This is an optimization exercise on Yosys and OpenROAD, whose aim is small area, a short achievable clock period and few clock cycles, not a production implementation.
Function was checked by simulation only, so behaviour that the tests miss may differ from the original.

==> trial 8: inputs <==
// qpsk_isb
module qpsk_isb (
    input  wire        clk,
    input  wire        rst,
    input  wire        cmd_valid,
    output wire        cmd_ready,
    input  wire [7:0]  cmd_op,
    input  wire [15:0] cmd_a0,
    input  wire [15:0] cmd_a1,
    output reg         rsp_valid,
    output reg         rsp_fault,
    output reg  [2:0]  rsp_cause,
    output reg  [15:0] rsp_r0,
    output reg  [15:0] rsp_r1
);
Settings: LEC_CHECK=0, CAP_MARGIN=20, CORE_MARGIN=2, CORE_UTILIZATION=40, CTS_CLUSTER_DIAMETER=160, CTS_CLUSTER_SIZE=24, SLEW_MARGIN=20, SYNTH_MEMORY_MAX_BITS=131072; clock period 13.0 ns.
standard.sh (not shown) runs the stock make flow with config.mk's settings and CLKGATE_MAP_FILE= SYNTH_SCRIPT=/design/flow/synth_recipe.tcl, a recipe that flattens the netlist after the stock synthesis.
==> flow/flow/run.sh <==
#!/bin/bash
# Layout: the standard flow (standard.sh, which runs ORFS from synthesis
# to the final layout at the design's clock period and constraints), with
# ORFS's timing repair (after floorplan, clock-tree synthesis and global
# routing) asked to leave a setup margin of 9.2 ns, and to work on every
# endpoint. The make output goes to standard_flow.log; ORFS keeps each
# step's log under orfs/logs/.
set -euo pipefail
bash standard.sh SETUP_SLACK_MARGIN=9.2 TNS_END_PERCENT=100 finish > standard_flow.log 2>&1
==> build 70 (differences from trial 8) <==
--- a/flow/design.v
+++ b/flow/design.v
@@ -1228,22 +1228,10 @@
     end
     wire [3:0] p_s  = cu_ps;
     wire [3:0] p_b  = cu_pg;
     wire       by2  = (cu_t == 2'd0) && w2_v;
     wire       by3  = (cu_t != 2'd2) && w3_v;
-    function [15:0] sel16;
-        input [16*TMAX-1:0] dl;
-        input [3:0]  p;
-        reg   [15:0] oh;
-        integer      n;
-        begin
-            oh    = 16'd1 << p;
-            sel16 = 16'd0;
-            for (n = 0; n < TMAX; n = n + 1)
-                sel16 = sel16 | (dl[16*n +: 16] & {16{oh[n]}});
-        end
-    endfunction
     function [15:0] rd;
         input [16*TMAX-1:0] dl;
         input [3:0]  p;
         input        b2, b3;
         input [3:0]  p2, p3;
@@ -1252,11 +1240,11 @@
             if (b2 && p2 == p)
                 rd = d2;
             else if (b3 && p3 == p)
                 rd = d3;
             else
-                rd = sel16(dl, p);
+                rd = dl[16*p +: 16];
         end
     endfunction
     reg [15:0] ri_s, ri_b, rq_s, rq_b;
     reg [9:0]  r_ms;
     reg [14:0] r_mb;
==> flow/flow/run.sh (replaced) <==
#!/bin/bash
# Layout: the standard flow (standard.sh, which runs ORFS from synthesis
# to the final layout at the design's clock period and constraints), with
# ORFS's timing repair (after floorplan, clock-tree synthesis and global
# routing) asked to leave a setup margin of 9.3 ns, and to work on every
# endpoint. The make output goes to standard_flow.log; ORFS keeps each
# step's log under orfs/logs/.
set -euo pipefail
bash standard.sh SETUP_SLACK_MARGIN=9.3 TNS_END_PERCENT=100 finish > standard_flow.log 2>&1
CORE_UTILIZATION = 55   (was 40)
PLACE_DENSITY = 0.65   (was unset)
==> trial 78 (differences from trial 8) <==
--- a/flow/design.v
+++ b/flow/design.v
@@ -1007,19 +1007,18 @@
     reg [7:0]  c_sh4;                    
     reg [8:0]  c_nsh;                    
     reg        rdy;                      
     assign cmd_ready = rdy;
     wire issue;
-    wire c_free = !c_valid || issue;
     always @(posedge clk) begin
         if (rst)
             c_valid <= 1'b0;
         else if (rdy)
             c_valid <= cmd_valid;
         else if (issue)
             c_valid <= 1'b0;
-        if (c_free) begin
+        if (rdy) begin
             c_nop    <= (cmd_op == OP_NOP);
             c_init   <= (cmd_op == OP_INIT);
             c_push   <= (cmd_op == OP_PUSH);
             c_interp <= (cmd_op == OP_INTERP);
             c_tok    <= (cmd_a0[7:0] >= 8'd8) && (cmd_a0[7:0] <= TMAX);
@@ -1228,22 +1227,10 @@
     end
     wire [3:0] p_s  = cu_ps;
     wire [3:0] p_b  = cu_pg;
     wire       by2  = (cu_t == 2'd0) && w2_v;
     wire       by3  = (cu_t != 2'd2) && w3_v;
-    function [15:0] sel16;
-        input [16*TMAX-1:0] dl;
-        input [3:0]  p;
-        reg   [15:0] oh;
-        integer      n;
-        begin
-            oh    = 16'd1 << p;
-            sel16 = 16'd0;
-            for (n = 0; n < TMAX; n = n + 1)
-                sel16 = sel16 | (dl[16*n +: 16] & {16{oh[n]}});
-        end
-    endfunction
     function [15:0] rd;
         input [16*TMAX-1:0] dl;
         input [3:0]  p;
         input        b2, b3;
         input [3:0]  p2, p3;
@@ -1252,11 +1239,11 @@
             if (b2 && p2 == p)
                 rd = d2;
             else if (b3 && p3 == p)
                 rd = d3;
             else
-                rd = sel16(dl, p);
+                rd = dl[16*p +: 16];
         end
     endfunction
     reg [15:0] ri_s, ri_b, rq_s, rq_b;
     reg [9:0]  r_ms;
     reg [14:0] r_mb;
==> flow/flow/run.sh (replaced) <==
#!/bin/bash
# Layout: the standard flow (standard.sh, which runs ORFS from synthesis
# to the final layout at the design's clock period and constraints), with
# ORFS's timing repair (after floorplan, clock-tree synthesis and global
# routing) asked to leave a setup margin of 9.3 ns, and to work on every
# endpoint. The make output goes to standard_flow.log; ORFS keeps each
# step's log under orfs/logs/.
set -euo pipefail
bash standard.sh SETUP_SLACK_MARGIN=9.3 TNS_END_PERCENT=100 finish > standard_flow.log 2>&1
CTS_CLUSTER_DIAMETER = unset   (was 160)
CTS_CLUSTER_SIZE = unset   (was 24)
==> build 3 (differences from trial 8) <==
--- a/flow/design.v
+++ b/flow/design.v
@@ -1228,22 +1228,10 @@
     end
     wire [3:0] p_s  = cu_ps;
     wire [3:0] p_b  = cu_pg;
     wire       by2  = (cu_t == 2'd0) && w2_v;
     wire       by3  = (cu_t != 2'd2) && w3_v;
-    function [15:0] sel16;
-        input [16*TMAX-1:0] dl;
-        input [3:0]  p;
-        reg   [15:0] oh;
-        integer      n;
-        begin
-            oh    = 16'd1 << p;
-            sel16 = 16'd0;
-            for (n = 0; n < TMAX; n = n + 1)
-                sel16 = sel16 | (dl[16*n +: 16] & {16{oh[n]}});
-        end
-    endfunction
     function [15:0] rd;
         input [16*TMAX-1:0] dl;
         input [3:0]  p;
         input        b2, b3;
         input [3:0]  p2, p3;
@@ -1252,11 +1240,11 @@
             if (b2 && p2 == p)
                 rd = d2;
             else if (b3 && p3 == p)
                 rd = d3;
             else
-                rd = sel16(dl, p);
+                rd = dl[16*p +: 16];
         end
     endfunction
     reg [15:0] ri_s, ri_b, rq_s, rq_b;
     reg [9:0]  r_ms;
     reg [14:0] r_mb;
==> flow/flow/run.sh (replaced) <==
#!/bin/bash
# Layout: the standard flow (standard.sh, which runs ORFS from synthesis
# to the final layout at the design's clock period and constraints), with
# ORFS's timing repair (after floorplan, clock-tree synthesis and global
# routing) asked to leave a setup margin of 9.3 ns, and to work on every
# endpoint. The make output goes to standard_flow.log; ORFS keeps each
# step's log under orfs/logs/.
set -euo pipefail
bash standard.sh SETUP_SLACK_MARGIN=9.3 TNS_END_PERCENT=100 finish > standard_flow.log 2>&1
==> qor summary <==
Post-Route M1 WL: build 70 87.5 mm; trial 78 99.5 mm; build 3 90.9 mm; trial 8 101 mm
Hold Path Origin: build 70 ri_b[14]; trial 78 w1_p[1]; build 3 ri_s[6]; trial 8 rq_b[0]
Number of global-route vias before repair: build 70 51904; trial 78 53279; build 3 52470; trial 8 54581
Clock input transition at the sequential cells of the worst setup and hold paths: build 70 110 ps; trial 78 60 ps; build 3 100 ps; trial 8 90 ps
R2r endpoint: build 70 pc_q[11]; trial 78 cu_pg[2]; build 3 pc_q[12]; trial 8 pc_i[12]
DR pass1 iterations: build 70 8; trial 78 8; build 3 9; trial 8 10
Antenna diodes: build 70 1; trial 78 0; build 3 4; trial 8 5
Result of the run: build 70 complete, no violations; trial 78 complete, no violations; build 3 complete, no violations; trial 8 complete, no violations
Flop2flop setup slack: build 70 9360 ps; trial 78 9310 ps; build 3 9320 ps; trial 8 9200 ps
Layout buffer count excluding clock buffers: build 70 239; trial 78 235; build 3 229; trial 8 250
Multi-input logic area: build 70 40400 µm²; trial 78 40300 µm²; build 3 40400 µm²; trial 8 37800 µm²
Well-Tap Cells: build 70 1876; trial 78 2511; build 3 2511; trial 8 2480
Share of the synthesized area in compound gates (AO/OA/AOI/OAI): build 70 10.9%; trial 78 11.1%; build 3 10.9%; trial 8 16.9%
Max-slew headroom at the worst pin: build 70 22.0%; trial 78 20.7%; build 3 23.5%; trial 8 22.9%
Global routing usage on met3: build 70 6.66%; trial 78 5.39%; build 3 4.69%; trial 8 6.00%
Syn_area_per_cell: build 70 12.2 µm²; trial 78 12.3 µm²; build 3 12.2 µm²; trial 8 11.2 µm²
Transition at the pin with the smallest max-transition slack: build 70 1170 ps; trial 78 1170 ps; build 3 1150 ps; trial 8 1160 ps
Testbench counts of trial 8, summed over its fixed seeds: cycles 8,138.
Testbench counts of build 70, summed over its fixed seeds: cycles 8,138.
Testbench counts of trial 78, summed over its fixed seeds: cycles 8,138.
Testbench counts of build 3, summed over its fixed seeds: cycles 8,138.

## separate check: timing with driven ports
Ports are ideal in the flow. The routed layouts listed here were re-timed in OpenROAD. Step 1, drivers: a clkbuf_16 drives clk and a buf_2 each remaining input, both assumed. Step 2 adds t to the input delays and takes it off the output delays; t is the mean of the earliest and latest rising clock arrival at the registers after step 1. Input paths then give back, and output paths get back, about the clock's delay inside the block. a / b / c = ideal ports / drivers / drivers and shift; a / b = the first two.
run | shift t [ns] | slack for setup (ns) | worst data-port slew with drivers (ns)
trial 8 | 0.796 | 9.195 / 9.115 / 8.779 | 0.04
build 70 | 0.781 | 9.217 / 9.137 / 8.725 | 0.08
trial 78 | 0.865 | 8.957 / 8.877 / 8.751 | 0.06
build 3 | 0.795 | 9.204 / 9.118 / 8.663 | 0.05
After both steps setup and hold are still met in every run listed. The setup slack of build 3, which loses most, moves by -0.086 ns with the drivers and by -0.541 ns with both steps.
